This design comes from an exercise in tuning for small area on the open sky130 flow, not from production work. The RTL was checked by simulation tests, not by an equivalence proof against the original design. Power figures rest on the tool's default switching activity, not on a simulated workload.

==> flow/design.v <==
module eeprom_seq (
    input             clk,
    input             rst,
    input             cmd_valid,
    output            cmd_ready,
    input      [31:0] cmd_word,
    input             buf_we,
    input             buf_sel,
    input      [4:0]  buf_idx,
    input      [22:0] buf_wdata,
    input      [4:0]  rbuf_idx,
    output     [7:0]  rbuf_data,
    input             map_ok,
    input             term_req,
    output reg        ev_valid,
    input             ev_ready,
    output reg [3:0]  ev_kind,
    output reg [31:0] ev_arg,
    input      [31:0] ev_lev,
    output     [31:0] status,
    output     [31:0] err_info,
    output     [14:0] err_addr
);
    localparam SEQ_CAP   = 32;
    localparam [31:0] BUS_MASK = 32'h007F_FFFF;
    localparam [31:0] WE_MASK  = 32'h0080_0000;
    localparam [31:0] OE_MASK  = 32'h0100_0000;
    localparam [2:0] M_UNINIT = 3'd0, M_IDLE = 3'd1, M_BUSY = 3'd2,
                     M_FAULTED = 3'd3, M_TERMINATED = 3'd4;
    localparam [3:0] OP_INIT = 4'h1, OP_CFG_DOUT = 4'h2, OP_CFG_DIN = 4'h3,
                     OP_CADDR = 4'h4, OP_CPAGE = 4'h5, OP_CPAIRS = 4'h6,
                     OP_WSEQ = 4'h7, OP_RSEQ = 4'h8, OP_SDP_OFF = 4'h9,
                     OP_SDP_ON = 4'hA, OP_WPAGE = 4'hB, OP_RPAGE = 4'hC,
                     OP_WTWC = 4'hF;    
    localparam [3:0] E_NONE = 4'd0, E_DEVACCESS = 4'd1, E_ILLEGAL = 4'd4,
                     E_NOTINIT = 4'd5, E_LENGTH = 4'd6, E_ADDRRANGE = 4'd7,
                     E_PAGECROSS = 4'd8, E_NOSEQ = 4'd9, E_BADSEQ = 4'd10,
                     E_TWC = 4'd11, E_DIRECTION = 4'd12, E_NOTPARKED = 4'd13,
                     E_UNLOADED = 4'd14;
    localparam [3:0] EV_SET = 4'd1, EV_CLR = 4'd2, EV_LEV = 4'd3,
                     EV_CFG = 4'd4, EV_DELAY = 4'd5, EV_SLEEP = 4'd6,
                     EV_SIGBLOCK = 4'd7, EV_SIGUNBLOCK = 4'd8,
                     EV_DIAG = 4'd9, EV_TERM = 4'd10;
    localparam [31:0] D_SETTLE = 32'd0, D_WP = 32'd1, D_RD_EXTRA = 32'd2;
    localparam [1:0] K_ADDR = 2'd0, K_PAGE = 2'd1, K_PAIRS = 2'd2;
    localparam [2:0] SRC_ADDR = 3'd0, SRC_PAGE = 3'd1, SRC_PAIRS = 3'd2,
                     SRC_SDP_OFF = 3'd3, SRC_SDP_ON = 3'd4;
    localparam [4:0] S_IDLE     = 5'd0,
                     S_CHECK    = 5'd1,
                     S_DIAG     = 5'd2,
                     S_TERM     = 5'd3,
                     S_INIT_SET = 5'd4,
                     S_INIT_CLR = 5'd5,
                     S_CFG      = 5'd6,
                     S_COMP_INIT = 5'd7,
                     S_COMP     = 5'd8,
                     S_ENG_START = 5'd9,
                     S_SIGBLOCK = 5'd10,
                     S_W_SET    = 5'd11,
                     S_W_PRE    = 5'd12,
                     S_W_WEL    = 5'd13,
                     S_W_WP     = 5'd14,
                     S_W_WEH    = 5'd15,
                     S_W_POST   = 5'd16,
                     S_W_CLR    = 5'd17,
                     S_R_CFG    = 5'd18,
                     S_R_OE     = 5'd19,
                     S_R_SET    = 5'd20,
                     S_R_EXTRA  = 5'd21,
                     S_R_SETTLE = 5'd22,
                     S_R_LEV    = 5'd23,
                     S_R_CLR    = 5'd24,
                     S_R_RESTORE = 5'd25,
                     S_SIGUNBLOCK = 5'd26,
                     S_SLEEP    = 5'd27,
                     S_DONE     = 5'd28;
    reg [2:0]  mode;
    reg [31:0] cur_cmd;
    reg        sig_blocked;
    reg        term_pending;
    reg        twc_pending;
    reg        fail;
    reg        seq_valid;
    reg [1:0]  seq_kind;
    reg [6:0]  seq_len;
    reg [6:0]  rbuf_len;
    reg [3:0]  err;
    reg [31:0] err_info_r;
    reg [14:0] err_addr_r;
    reg [31:0] prev_w, curr_w;
    reg [31:0] next_w;
    reg [31:0] seq_set [0:SEQ_CAP-1];
    reg [31:0] seq_clr [0:SEQ_CAP-1];
    reg [7:0]  pbuf    [0:SEQ_CAP-1];
    reg [22:0] pairbuf [0:SEQ_CAP-1];
    reg [7:0]  rbuf    [0:SEQ_CAP-1];
    reg [SEQ_CAP-1:0] pbuf_loaded;
    reg [SEQ_CAP-1:0] pair_loaded;
    reg [24:0] out_sh;
    reg [24:0] dir_sh;
    reg [4:0]  state;
    reg [6:0]  elem_idx;
    reg [1:0]  sub;          
    reg [4:0]  cfg_pin;      
    reg [4:0]  cfg_last;     
    reg        cfg_dir;      
    reg [2:0]  comp_src;
    reg [6:0]  comp_n;
    reg [14:0] comp_base;
    reg        do_write;     
    reg        do_read;      
    reg        do_sleep;     
    reg [3:0]  diag_code;
    wire [3:0]  c_op   = cur_cmd[3:0];
    wire [6:0]  c_len  = cur_cmd[10:4];
    wire [14:0] c_base = cur_cmd[25:11];
    wire [5:0]  c_rsv  = cur_cmd[31:26];
    reg c_legal;
    always @(*) begin
        case (c_op)
            OP_INIT, OP_CFG_DOUT, OP_CFG_DIN, OP_WSEQ, OP_RSEQ,
            OP_SDP_OFF, OP_SDP_ON, OP_WTWC:
                c_legal = (cur_cmd[31:4] == 28'd0);
            OP_CPAIRS:
                c_legal = (cur_cmd[31:11] == 21'd0);
            OP_CADDR, OP_CPAGE, OP_WPAGE, OP_RPAGE:
                c_legal = (c_rsv == 6'd0);
            default:
                c_legal = 1'b0;    
        endcase
    end
    wire [SEQ_CAP-1:0] need_mask = (c_len >= 7'd32) ? {SEQ_CAP{1'b1}}
                                 : (({{(SEQ_CAP-1){1'b0}}, 1'b1} << c_len[4:0]) - 1'b1);
    wire len_err    = (c_len > SEQ_CAP);
    wire [15:0] base_plus_n = {1'b0, c_base} + {9'd0, c_len};
    wire range_err  = (base_plus_n > 16'h8000);
    wire [6:0] page_off_plus_n = {2'b00, c_base[4:0]} + c_len;
    wire cross_err  = (page_off_plus_n > SEQ_CAP);
    wire pbuf_unloaded = ((pbuf_loaded & need_mask) != need_mask);
    wire pair_unloaded = ((pair_loaded & need_mask) != need_mask);
    wire all_dir_out  = (dir_sh == 25'h1FF_FFFF);
    wire rd_dir_out   = (dir_sh[14:0] == 15'h7FFF) && (dir_sh[24:23] == 2'b11);
    wire not_parked   = (out_sh[22:0] != 23'd0) || (out_sh[24:23] != 2'b11);
    reg [3:0] wr_eng_err;
    always @(*) begin
        if (twc_pending)       wr_eng_err = E_TWC;
        else if (!all_dir_out) wr_eng_err = E_DIRECTION;
        else if (not_parked)   wr_eng_err = E_NOTPARKED;
        else                   wr_eng_err = E_NONE;
    end
    reg [3:0] rd_eng_err;
    always @(*) begin
        if (twc_pending)       rd_eng_err = E_TWC;
        else if (!rd_dir_out)  rd_eng_err = E_DIRECTION;
        else if (not_parked)   rd_eng_err = E_NOTPARKED;
        else                   rd_eng_err = E_NONE;
    end
    reg [3:0] chk_err;
    always @(*) begin
        chk_err = E_NONE;
        if (!c_legal)
            chk_err = E_ILLEGAL;
        else if (mode == M_UNINIT && c_op != OP_INIT)
            chk_err = E_NOTINIT;
        else if (mode != M_UNINIT && c_op == OP_INIT)
            chk_err = E_ILLEGAL;
        else begin
            case (c_op)
                OP_INIT:
                    if (!map_ok) chk_err = E_DEVACCESS;
                OP_CADDR: begin
                    if (len_err)        chk_err = E_LENGTH;
                    else if (range_err) chk_err = E_ADDRRANGE;
                end
                OP_CPAGE: begin
                    if (len_err)            chk_err = E_LENGTH;
                    else if (range_err)     chk_err = E_ADDRRANGE;
                    else if (cross_err)     chk_err = E_PAGECROSS;
                    else if (pbuf_unloaded) chk_err = E_UNLOADED;
                end
                OP_CPAIRS: begin
                    if (len_err)            chk_err = E_LENGTH;
                    else if (pair_unloaded) chk_err = E_UNLOADED;
                end
                OP_WSEQ: begin
                    if (!seq_valid)             chk_err = E_NOSEQ;
                    else if (seq_len != 7'd0)   chk_err = wr_eng_err;
                end
                OP_RSEQ: begin
                    if (!seq_valid)             chk_err = E_NOSEQ;
                    else if (seq_len != 7'd0) begin
                        if (seq_kind != K_ADDR) chk_err = E_BADSEQ;
                        else                    chk_err = rd_eng_err;
                    end
                end
                OP_SDP_OFF, OP_SDP_ON:
                    chk_err = wr_eng_err;
                OP_WPAGE: begin
                    if (len_err)                chk_err = E_LENGTH;
                    else if (range_err)         chk_err = E_ADDRRANGE;
                    else if (cross_err)         chk_err = E_PAGECROSS;
                    else if (pbuf_unloaded)     chk_err = E_UNLOADED;
                    else if (c_len != 7'd0)     chk_err = wr_eng_err;
                end
                OP_RPAGE: begin
                    if (len_err)                chk_err = E_LENGTH;
                    else if (range_err)         chk_err = E_ADDRRANGE;
                    else if (c_len != 7'd0)     chk_err = rd_eng_err;
                end
                default: ;
            endcase
        end
    end
    function [31:0] sdp_word;
        input       off;
        input [2:0] i;
        begin
            if (off) begin
                case (i)
                    3'd0: sdp_word = 32'h0055_5555;   
                    3'd1: sdp_word = 32'h002A_AAAA;   
                    3'd2: sdp_word = 32'h0040_5555;   
                    3'd3: sdp_word = 32'h0055_5555;   
                    3'd4: sdp_word = 32'h002A_AAAA;   
                    default: sdp_word = 32'h0010_5555;   
                endcase
            end else begin
                case (i)
                    3'd0: sdp_word = 32'h0055_5555;   
                    3'd1: sdp_word = 32'h002A_AAAA;   
                    default: sdp_word = 32'h0050_5555;   
                endcase
            end
        end
    endfunction
    reg [31:0] src_word;    
    reg [6:0]  src_idx;
    always @(*) begin
        case (comp_src)
            SRC_ADDR:    src_word = {17'd0, comp_base + {10'd0, src_idx[4:0]}};
            SRC_PAGE:    src_word = {9'd0, pbuf[src_idx[4:0]], comp_base + {10'd0, src_idx[4:0]}};
            SRC_PAIRS:   src_word = {9'd0, pairbuf[src_idx[4:0]]};
            SRC_SDP_OFF: src_word = sdp_word(1'b1, src_idx[2:0]);
            default:     src_word = sdp_word(1'b0, src_idx[2:0]);
        endcase
    end
    always @(*) begin
        if (state == S_COMP_INIT) src_idx = 7'd0;
        else                      src_idx = elem_idx + 7'd1;
    end
    wire [4:0] eidx = elem_idx[4:0];
    always @(*) begin
        ev_valid = 1'b1;
        ev_kind  = 4'd0;
        ev_arg   = 32'd0;
        case (state)
            S_DIAG:       begin ev_kind = EV_DIAG;  ev_arg = {28'd0, diag_code}; end
            S_TERM:       begin ev_kind = EV_TERM; end
            S_INIT_SET:   begin ev_kind = EV_SET;   ev_arg = WE_MASK | OE_MASK; end
            S_INIT_CLR:   begin ev_kind = EV_CLR;   ev_arg = BUS_MASK; end
            S_CFG, S_R_CFG:
                          begin ev_kind = EV_CFG;   ev_arg = {23'd0, cfg_dir, 3'd0, cfg_pin}; end
            S_SIGBLOCK:   begin ev_kind = EV_SIGBLOCK; end
            S_W_SET:      begin ev_kind = EV_SET;   ev_arg = seq_set[eidx]; end
            S_W_PRE:      begin ev_kind = EV_DELAY; ev_arg = D_SETTLE; end
            S_W_WEL:      begin ev_kind = EV_CLR;   ev_arg = WE_MASK; end
            S_W_WP:       begin ev_kind = EV_DELAY; ev_arg = D_WP; end
            S_W_WEH:      begin ev_kind = EV_SET;   ev_arg = WE_MASK; end
            S_W_POST:     begin ev_kind = EV_DELAY; ev_arg = D_SETTLE; end
            S_W_CLR:      begin ev_kind = EV_CLR;   ev_arg = seq_clr[eidx]; end
            S_R_OE:       begin ev_kind = EV_CLR;   ev_arg = OE_MASK; end
            S_R_SET:      begin ev_kind = EV_SET;   ev_arg = seq_set[eidx]; end
            S_R_EXTRA:    begin ev_kind = EV_DELAY; ev_arg = D_RD_EXTRA; end
            S_R_SETTLE:   begin ev_kind = EV_DELAY; ev_arg = D_SETTLE; end
            S_R_LEV:      begin ev_kind = EV_LEV; end
            S_R_CLR:      begin ev_kind = EV_CLR;   ev_arg = seq_clr[eidx]; end
            S_R_RESTORE:  begin ev_kind = EV_SET;   ev_arg = OE_MASK | WE_MASK; end
            S_SIGUNBLOCK: begin ev_kind = EV_SIGUNBLOCK; end
            S_SLEEP:      begin ev_kind = EV_SLEEP; end
            default:      ev_valid = 1'b0;
        endcase
    end
    wire ev_fire = ev_valid && ev_ready;
    wire last_elem = (elem_idx == seq_len - 7'd1);
    assign cmd_ready = (state == S_IDLE);
    wire   cmd_fire  = cmd_valid && cmd_ready;
    wire   final_mode = (mode == M_FAULTED) || (mode == M_TERMINATED);
    assign rbuf_data = rbuf[rbuf_idx];
    assign status    = {5'd0, 1'b0  , rbuf_len, seq_len, err,
                        seq_valid, fail, twc_pending, term_pending,
                        sig_blocked, mode};
    assign err_info  = err_info_r;
    assign err_addr  = err_addr_r;
    always @(posedge clk) begin
        if (buf_we) begin
            if (buf_sel) pairbuf[buf_idx] <= buf_wdata;
            else         pbuf[buf_idx]    <= buf_wdata[7:0];
        end
    end
    always @(posedge clk) begin
        if (rst) begin
            pbuf_loaded <= {SEQ_CAP{1'b0}};
            pair_loaded <= {SEQ_CAP{1'b0}};
        end else if (buf_we) begin
            if (buf_sel) pair_loaded[buf_idx] <= 1'b1;
            else         pbuf_loaded[buf_idx] <= 1'b1;
        end
    end
    always @(posedge clk) begin
        if (state == S_COMP) begin
            seq_set[eidx] <= ~prev_w & curr_w;
            seq_clr[eidx] <= curr_w & ~next_w;
        end
        if (state == S_R_LEV && ev_fire)
            rbuf[eidx] <= ev_lev[22:15];
    end
    always @(posedge clk) begin
        if (ev_fire) begin
            if (ev_kind == EV_SET) out_sh <= out_sh | ev_arg[24:0];
            if (ev_kind == EV_CLR) out_sh <= out_sh & ~ev_arg[24:0];
            if (ev_kind == EV_CFG) dir_sh[cfg_pin] <= cfg_dir;
        end
    end
    always @(posedge clk) begin
        if (state == S_COMP_INIT) begin
            prev_w <= 32'd0;
            curr_w <= (comp_n != 7'd0) ? src_word : 32'd0;
        end else if (state == S_COMP) begin
            prev_w <= curr_w;
            curr_w <= next_w;
        end
    end
    always @(*) begin
        next_w = (src_idx < comp_n) ? src_word : 32'd0;
    end
    always @(posedge clk) begin
        if (rst) begin
            state        <= S_IDLE;
            mode         <= M_UNINIT;
            cur_cmd      <= 32'd0;
            sig_blocked  <= 1'b0;
            term_pending <= 1'b0;
            twc_pending  <= 1'b0;
            fail         <= 1'b0;
            seq_valid    <= 1'b0;
            seq_kind     <= K_ADDR;
            seq_len      <= 7'd0;
            rbuf_len     <= 7'd0;
            err          <= E_NONE;
            err_info_r   <= 32'd0;
            err_addr_r   <= 15'd0;
            elem_idx     <= 7'd0;
            sub          <= 2'd0;
            cfg_pin      <= 5'd0;
            cfg_last     <= 5'd0;
            cfg_dir      <= 1'b0;
            comp_src     <= SRC_ADDR;
            comp_n       <= 7'd0;
            comp_base    <= 15'd0;
            do_write     <= 1'b0;
            do_read      <= 1'b0;
            do_sleep     <= 1'b0;
            diag_code    <= 4'd0;
        end else begin
            case (state)
                S_IDLE: begin
                    if (!final_mode && term_req) begin
                        term_pending <= 1'b1;
                        state        <= S_TERM;
                    end else if (cmd_fire && !final_mode) begin
                        cur_cmd <= cmd_word;
                        state   <= S_CHECK;
                    end
                end
                S_CHECK: begin
                    do_write <= 1'b0;
                    do_read  <= 1'b0;
                    do_sleep <= 1'b0;
                    elem_idx <= 7'd0;
                    sub      <= 2'd0;
                    if (chk_err != E_NONE) begin
                        err        <= chk_err;
                        err_info_r <= cur_cmd;
                        err_addr_r <= (chk_err == E_ADDRRANGE || chk_err == E_PAGECROSS)
                                      ? c_base : 15'd0;
                        fail       <= 1'b1;
                        mode       <= M_FAULTED;
                        diag_code  <= chk_err;
                        state      <= S_DIAG;
                    end else begin
                        mode <= M_BUSY;
                        case (c_op)
                            OP_INIT: begin
                                seq_valid   <= 1'b0;
                                seq_len     <= 7'd0;
                                rbuf_len    <= 7'd0;
                                twc_pending <= 1'b0;
                                state       <= S_INIT_SET;
                            end
                            OP_CFG_DOUT: begin
                                cfg_pin  <= 5'd15;
                                cfg_last <= 5'd22;
                                cfg_dir  <= 1'b1;
                                state    <= S_CFG;
                            end
                            OP_CFG_DIN: begin
                                cfg_pin  <= 5'd15;
                                cfg_last <= 5'd22;
                                cfg_dir  <= 1'b0;
                                state    <= S_CFG;
                            end
                            OP_CADDR: begin
                                comp_src  <= SRC_ADDR;
                                comp_n    <= c_len;
                                comp_base <= c_base;
                                seq_kind  <= K_ADDR;
                                state     <= S_COMP_INIT;
                            end
                            OP_CPAGE: begin
                                comp_src  <= SRC_PAGE;
                                comp_n    <= c_len;
                                comp_base <= c_base;
                                seq_kind  <= K_PAGE;
                                state     <= S_COMP_INIT;
                            end
                            OP_CPAIRS: begin
                                comp_src  <= SRC_PAIRS;
                                comp_n    <= c_len;
                                comp_base <= 15'd0;
                                seq_kind  <= K_PAIRS;
                                state     <= S_COMP_INIT;
                            end
                            OP_WSEQ: begin
                                do_write <= 1'b1;
                                state    <= S_ENG_START;
                            end
                            OP_RSEQ: begin
                                do_read <= 1'b1;
                                state   <= S_ENG_START;
                            end
                            OP_SDP_OFF: begin
                                comp_src  <= SRC_SDP_OFF;
                                comp_n    <= 7'd6;
                                comp_base <= 15'd0;
                                seq_kind  <= K_PAIRS;
                                do_write  <= 1'b1;
                                do_sleep  <= 1'b1;
                                state     <= S_COMP_INIT;
                            end
                            OP_SDP_ON: begin
                                comp_src  <= SRC_SDP_ON;
                                comp_n    <= 7'd3;
                                comp_base <= 15'd0;
                                seq_kind  <= K_PAIRS;
                                do_write  <= 1'b1;
                                do_sleep  <= 1'b1;
                                state     <= S_COMP_INIT;
                            end
                            OP_WPAGE: begin
                                if (c_len == 7'd0) begin
                                    state <= S_DONE;
                                end else begin
                                    comp_src  <= SRC_PAGE;
                                    comp_n    <= c_len;
                                    comp_base <= c_base;
                                    seq_kind  <= K_PAGE;
                                    do_write  <= 1'b1;
                                    do_sleep  <= 1'b1;
                                    state     <= S_COMP_INIT;
                                end
                            end
                            OP_RPAGE: begin
                                comp_src  <= SRC_ADDR;
                                comp_n    <= c_len;
                                comp_base <= c_base;
                                seq_kind  <= K_ADDR;
                                do_read   <= 1'b1;
                                state     <= S_COMP_INIT;
                            end
                            OP_WTWC:
                                state <= S_SLEEP;
                            default:
                                state <= S_DONE;
                        endcase
                    end
                end
                S_DIAG: if (ev_fire) state <= S_IDLE;
                S_TERM: if (ev_fire) begin
                    mode  <= M_TERMINATED;
                    state <= S_IDLE;
                end
                S_INIT_SET: if (ev_fire) state <= S_INIT_CLR;
                S_INIT_CLR: if (ev_fire) begin
                    cfg_pin  <= 5'd0;
                    cfg_last <= 5'd24;
                    cfg_dir  <= 1'b1;
                    state    <= S_CFG;
                end
                S_CFG: if (ev_fire) begin
                    if (cfg_pin == cfg_last) state <= S_DONE;
                    else                     cfg_pin <= cfg_pin + 5'd1;
                end
                S_COMP_INIT: begin
                    elem_idx <= 7'd0;
                    if (comp_n == 7'd0) begin
                        seq_len   <= 7'd0;
                        seq_valid <= 1'b1;
                        state     <= S_ENG_START;
                    end else begin
                        state <= S_COMP;
                    end
                end
                S_COMP: begin
                    if (elem_idx == comp_n - 7'd1) begin
                        seq_len   <= comp_n;
                        seq_valid <= 1'b1;
                        elem_idx  <= 7'd0;
                        state     <= S_ENG_START;
                    end else begin
                        elem_idx <= elem_idx + 7'd1;
                    end
                end
                S_ENG_START: begin
                    elem_idx <= 7'd0;
                    sub      <= 2'd0;
                    if (do_write || do_read) begin
                        seq_valid <= 1'b0;
                        if (seq_len == 7'd0) begin
                            if (do_read) rbuf_len <= 7'd0;
                            state <= S_DONE;
                        end else begin
                            state <= S_SIGBLOCK;
                        end
                    end else begin
                        state <= S_DONE;
                    end
                end
                S_SIGBLOCK: if (ev_fire) begin
                    sig_blocked <= 1'b1;
                    if (do_write) begin
                        state <= S_W_SET;
                    end else begin
                        cfg_pin  <= 5'd15;
                        cfg_last <= 5'd22;
                        cfg_dir  <= 1'b0;
                        state    <= S_R_CFG;
                    end
                end
                S_W_SET: if (ev_fire) begin
                    sub   <= 2'd0;
                    state <= S_W_PRE;
                end
                S_W_PRE: if (ev_fire) begin
                    if (sub == 2'd1) state <= S_W_WEL;
                    else             sub   <= sub + 2'd1;
                end
                S_W_WEL: if (ev_fire) state <= S_W_WP;
                S_W_WP:  if (ev_fire) state <= S_W_WEH;
                S_W_WEH: if (ev_fire) begin
                    twc_pending <= 1'b1;
                    sub         <= 2'd0;
                    state       <= S_W_POST;
                end
                S_W_POST: if (ev_fire) begin
                    if (sub == 2'd1) state <= S_W_CLR;
                    else             sub   <= sub + 2'd1;
                end
                S_W_CLR: if (ev_fire) begin
                    if (last_elem) begin
                        state <= S_SIGUNBLOCK;
                    end else begin
                        elem_idx <= elem_idx + 7'd1;
                        state    <= S_W_SET;
                    end
                end
                S_R_CFG: if (ev_fire) begin
                    if (cfg_pin == cfg_last) state <= S_R_OE;
                    else                     cfg_pin <= cfg_pin + 5'd1;
                end
                S_R_OE:     if (ev_fire) state <= S_R_SET;
                S_R_SET:    if (ev_fire) state <= S_R_EXTRA;
                S_R_EXTRA:  if (ev_fire) state <= S_R_SETTLE;
                S_R_SETTLE: if (ev_fire) state <= S_R_LEV;
                S_R_LEV:    if (ev_fire) state <= S_R_CLR;
                S_R_CLR: if (ev_fire) begin
                    if (last_elem) begin
                        state <= S_R_RESTORE;
                    end else begin
                        elem_idx <= elem_idx + 7'd1;
                        state    <= S_R_SET;
                    end
                end
                S_R_RESTORE: if (ev_fire) begin
                    rbuf_len <= seq_len;
                    state    <= S_SIGUNBLOCK;
                end
                S_SIGUNBLOCK: if (ev_fire) begin
                    sig_blocked <= 1'b0;
                    state       <= do_sleep ? S_SLEEP : S_DONE;
                end
                S_SLEEP: if (ev_fire) begin
                    twc_pending <= 1'b0;
                    state       <= S_DONE;
                end
                S_DONE: begin
                    if (mode == M_BUSY) mode <= M_IDLE;
                    elem_idx <= 7'd0;
                    state    <= S_IDLE;
                end
                default: state <= S_IDLE;
            endcase
        end
    end
endmodule
==> flow/run.sh <==
#!/bin/bash
# synth_recipe.tcl (not shown) runs the flow's synth.tcl, then flattens the netlist and writes it again
# the make line also repeats each setting of config.mk as NAME=value (left out here)
make -C /OpenROAD-flow-scripts/flow DESIGN_CONFIG=/design/flow/config.mk WORK_HOME=/design/flow/orfs CLKGATE_MAP_FILE= SYNTH_SCRIPT=/design/flow/synth_recipe.tcl finish
==> flow/config.mk <==
export PLATFORM = sky130hd
export DESIGN_NAME = eeprom_seq
export DESIGN_NICKNAME = eeprom_seq
export VERILOG_FILES = /design/flow/design.v
export SDC_FILE = /design/flow/constraint.sdc
export NUM_CORES = 4
export LEC_CHECK = 0
export CAP_MARGIN = 20
export CORE_MARGIN = 2
export CORE_UTILIZATION = 40
export SLEW_MARGIN = 20
==> flow/constraint.sdc <==
create_clock -name core_clock -period 10.0 [get_ports {clk}]
set_input_delay 2.0000 -clock core_clock [delete_from_list [all_inputs] [get_ports {clk}]]
set_output_delay 2.0000 -clock core_clock [all_outputs]
set_load 0.01 [all_outputs]
==> flow_metrics.env <==
export IMPL_status="finished clean"
export IMPL_fillers=25700
export IMPL_timing_fmax_mhz=128
export IMPL_seq_power_share_pct=44.3
export IMPL_final_nets=7646
export IMPL_wire_per_inst_um=29.7
export IMPL_slew_headroom_pct=22.1
export IMPL_switching_power_mw=9.02
export IMPL_worstPathArrival_ns=5.79
export IMPL_max_vdd_ir_drop_mv=0.177
export IMPL_crit_fanout=45
export IMPL_fp_dieW_um=557
export IMPL_worst_slew_pin_slew_ns=1.17
export IMPL_p_clk_share_pct=35.9
export IMPL_drt_pass1_iterations=6
export IMPL_power_density_nw_per_um2=230
export IMPL_fin_crit_sh_pct=77.9
export IMPL_fin_setup_tns_ns=0
export IMPL_rsz0062_at_grt="false"
export IMPL_final_cell_mix="edfxtp_1, mux4_2, nor2_1, o21ai_0, a21oi_1"
export IMPL_portBuffers=192
export IMPL_area_growth_synth_to_final_pct=14.2
export IMPL_coreArea_um2=303000
export IMPL_yosys_warnings=1
export IMPL_gp_congestion=0.873
export IMPL_setup_violations=0
export IMPL_cts_buffers=316
export IMPL_htreeDepth=5
export IMPL_synth_area_leaders="edfxtp_1, mux4_2, dfxtp_1, mux2i_1, o21ai_0"
export IMPL_met1_usage_pct=30.3
export IMPL_antenna_left=0
export IMPL_row_count=202
export IMPL_grt_pass1_wl_um=498000
export IMPL_grt_busiest_layer="met2"
export IMPL_syn_area_um2=122000
export IMPL_io_pins=230
export IMPL_worstPathRequired_ns=8.00
export IMPL_fin_skew_ns=0.0526
export IMPL_clk_latency_ns=0.90
export IMPL_avgSynthCellArea_um2=16.8
export IMPL_p_comb_share_pct=19.9
export IMPL_overflow=0
export IMPL_maxSlewViolCount=0
export IMPL_cp_start_kind="flip-flop"
export IMPL_hold_slack_ns=0.452
export IMPL_clock_root_buffer="clkbuf_16"
export IMPL_ys_types=94
export IMPL_swShare_pct=28.1
export IMPL_met3_usage_pct=3.34
export IMPL_clockBufferDepth=4
export IMPL_layout_min_cycle_time_ns=7.79
export IMPL_layout_drive_gt1_share_pct=18.2
export IMPL_drcViolationCount=0
export IMPL_synth_edf_count=2793
export IMPL_min_path_type="flip-flop to flip-flop"
export IMPL_cts_setup_buffers=0
export IMPL_via_per_inst=6.00
export IMPL_syn_inst=7279
export IMPL_vias=70400
export IMPL_hold_buffers=0
export IMPL_clk_pin_slew_worst_paths_ns=0.06
export IMPL_cts_tree="done"
export IMPL_dpl_hpwl_um=191000
export IMPL_grt_util_all_layers_pct=22.0
export IMPL_ys_seq_area_share_pct=72.8
export IMPL_async_flop_share_pct=0
export IMPL_p_leak_nw=42.3
export IMPL_first_iter_violations=8450
export IMPL_start_util_pct=40.3
export IMPL_critPathKind="flip-flop to output pin"
export IMPL_grt_max_degree=124
export IMPL_yosys_area_top_type_share_pct=68.7
export IMPL_synth_seq_cells=3043
export IMPL_cts_sinks=3043
export IMPL_wirelength_um=349000
export IMPL_p_int_mw=23.1
export IMPL_post_cts_resized=0
export IMPL_cap_violations=0
export IMPL_die_height_um=557
export IMPL_antenna_found_initial=11
export IMPL_synth_ff_type="edfxtp_1"
export IMPL_hold_viol_final=0
export IMPL_critPathCaptureType="output pin"
export IMPL_yosys_area_top_type="edfxtp_1"
export IMPL_grt_pass1_vias=69800
export IMPL_final_common_cell="edfxtp_1"
export IMPL_grt_met2_usage_pct=35.9
export IMPL_dieArea_um2=310000
==> final timing paths <==
| kind | startpoint | to | slack (ns) | depth (start not counted) |
|---|---|---|---|---|
| max | flip-flop | ev_arg[6] | 2.21 | 9 |
| min | fail$_SDFFE_PP0N_ | fail$_SDFFE_PP0N_ | 0.45 | 2 |
| max reg2reg | cur_cmd[4]$_SDFFE_PP0P_ | seq_len[1]$_SDFFE_PP0P_ | 2.69 | 17 |
| min reg2reg | fail$_SDFFE_PP0N_ | fail$_SDFFE_PP0N_ | 0.45 | 2 |
==> kinds of logic after synthesis <==
group	after synthesis	share of synthesized area [%]
AO/OA/AOI/OAI	1384	7.12
XOR/XNOR	58	0.416
adder cells (fa/ha/maj)	41	0.428
buffers and inverters	544	1.77
flip-flops	3043	72.8
multiplexers	793	12.1
other	1	0.00307
AND/OR/NAND/NOR	1415	5.42
==> layout make-up <==
cell class	count	area, um^2	share of cell area [%]
diodes	5	12.5	0.00897
clock buffers	414	8560	6.13
clock inverters	155	1470	1.05
inverters	51	198	0.142
multi-input cells	3704	31900	22.9
flip-flops and latches	3043	88900	63.7
well taps	3978	4980	3.57
repair buffers	386	3500	2.51
==> synth_stat cells, types with 28 or more instances <==
cell type  count
a211oi_1      28
a21oi_1      379
a31oi_1       35
buf_1         88
clkbuf_1     363
dfxtp_1      250
edfxtp_1    2793
ha_1          37
inv_1         47
mux2_2        40
mux2i_1      213
mux4_2       540
nand2_1      377
nand2b_1      34
nand3_1       72
nor2_1       503
nor2b_1       85
nor3_1        75
o211ai_1      59
o21a_1        31
o21ai_0      406
o221ai_1     200
o22ai_1       87
or3_1        109
xnor2_1       34
==> power by group through the flow <==
stage | combinational, mW | sequential (mW) | clock (mW)
after global routing | 6.82 | 14.2 | 12.1
after global placement | 6.29 | 14.5 | 0
after floorplan | 4.34 | 14.3 | 0
final | 6.37 | 14.2 | 11.5
after detailed placement | 6.34 | 14.5 | 0
after CTS | 6.36 | 14.2 | 11.6
==> registers in the layout, indices dropped and copies added (netlist names), 32 cells and up, named ones only <==
register / count
err_info_r: 32
pair_loaded: 32
rbuf: 256
pairbuf: 736
pbuf: 256
seq_clr: 736
seq_set: 736
cur_cmd: 32
pbuf_loaded: 32
==> metrics by stage <==
| step | cells | util (%) | worst slack (ns) | instance area, um^2 | total power [mW] |
|---|---|---|---|---|---|
| 2_1_floorplan | 7291 | - | 3.78 | 122000 | 18.7 |
| 6_report | 11700 | 46.0 | 2.21 | 140000 | 32.1 |
| 3_3_place_gp | 11200 | 42.6 | 2.69 | 129000 | 20.7 |
| 4_1_cts | 11700 | 45.9 | 2.04 | 139000 | 32.2 |
| 3_5_place_dp | 11200 | 42.6 | 2.68 | 129000 | 20.8 |
| 5_1_grt | 11700 | 46.0 | 1.80 | 140000 | 33.2 |
==> per-layer routing <==
metal  up-vias  share of wire, %
li1      29600                 -
met1     37000                41
met2      3191                48
met3       594               7.8
met4        10               3.1
met5         -             0.017
==> worst max-delay path, cell delays in order, from the launching register on <==
cell and delay, ns:
dfxtp_4 0.85, buf_4 0.85, buf_4 0.68, mux4_2 0.59
mux4_2 0.51, mux2i_1 0.21, nor2_1 0.11, nor2_1 0.15
o21ai_0 0.24, clkdlybuf4s50_1 0.57

-- port drivers added, routing unchanged --
The results above use ideal ports. As a check the final layout listed here was re-extracted and re-timed, cells and wires unchanged. Step 1 assumes that a clkbuf_16 drives the clock port and a buf_2 every other input. Step 2 also shifts input and output timing later by t, the mid clock arrival at the registers, as if the neighbouring blocks saw the same clock. a / b / c = no drivers / after step 1 / after step 2; a / b = the first two.
t, ns: 0.983
slack for setup (ns): 2.212 / 2.106 / 2.685
worst hold slack (ns): 0.452 / 0.452 / 0.452
clock arrival spread, ns: 0.054 / 0.054
After both steps setup and hold are still met in this run. For this run, drivers alone change the setup slack by -0.106 ns; drivers and shift together by +0.473 ns.
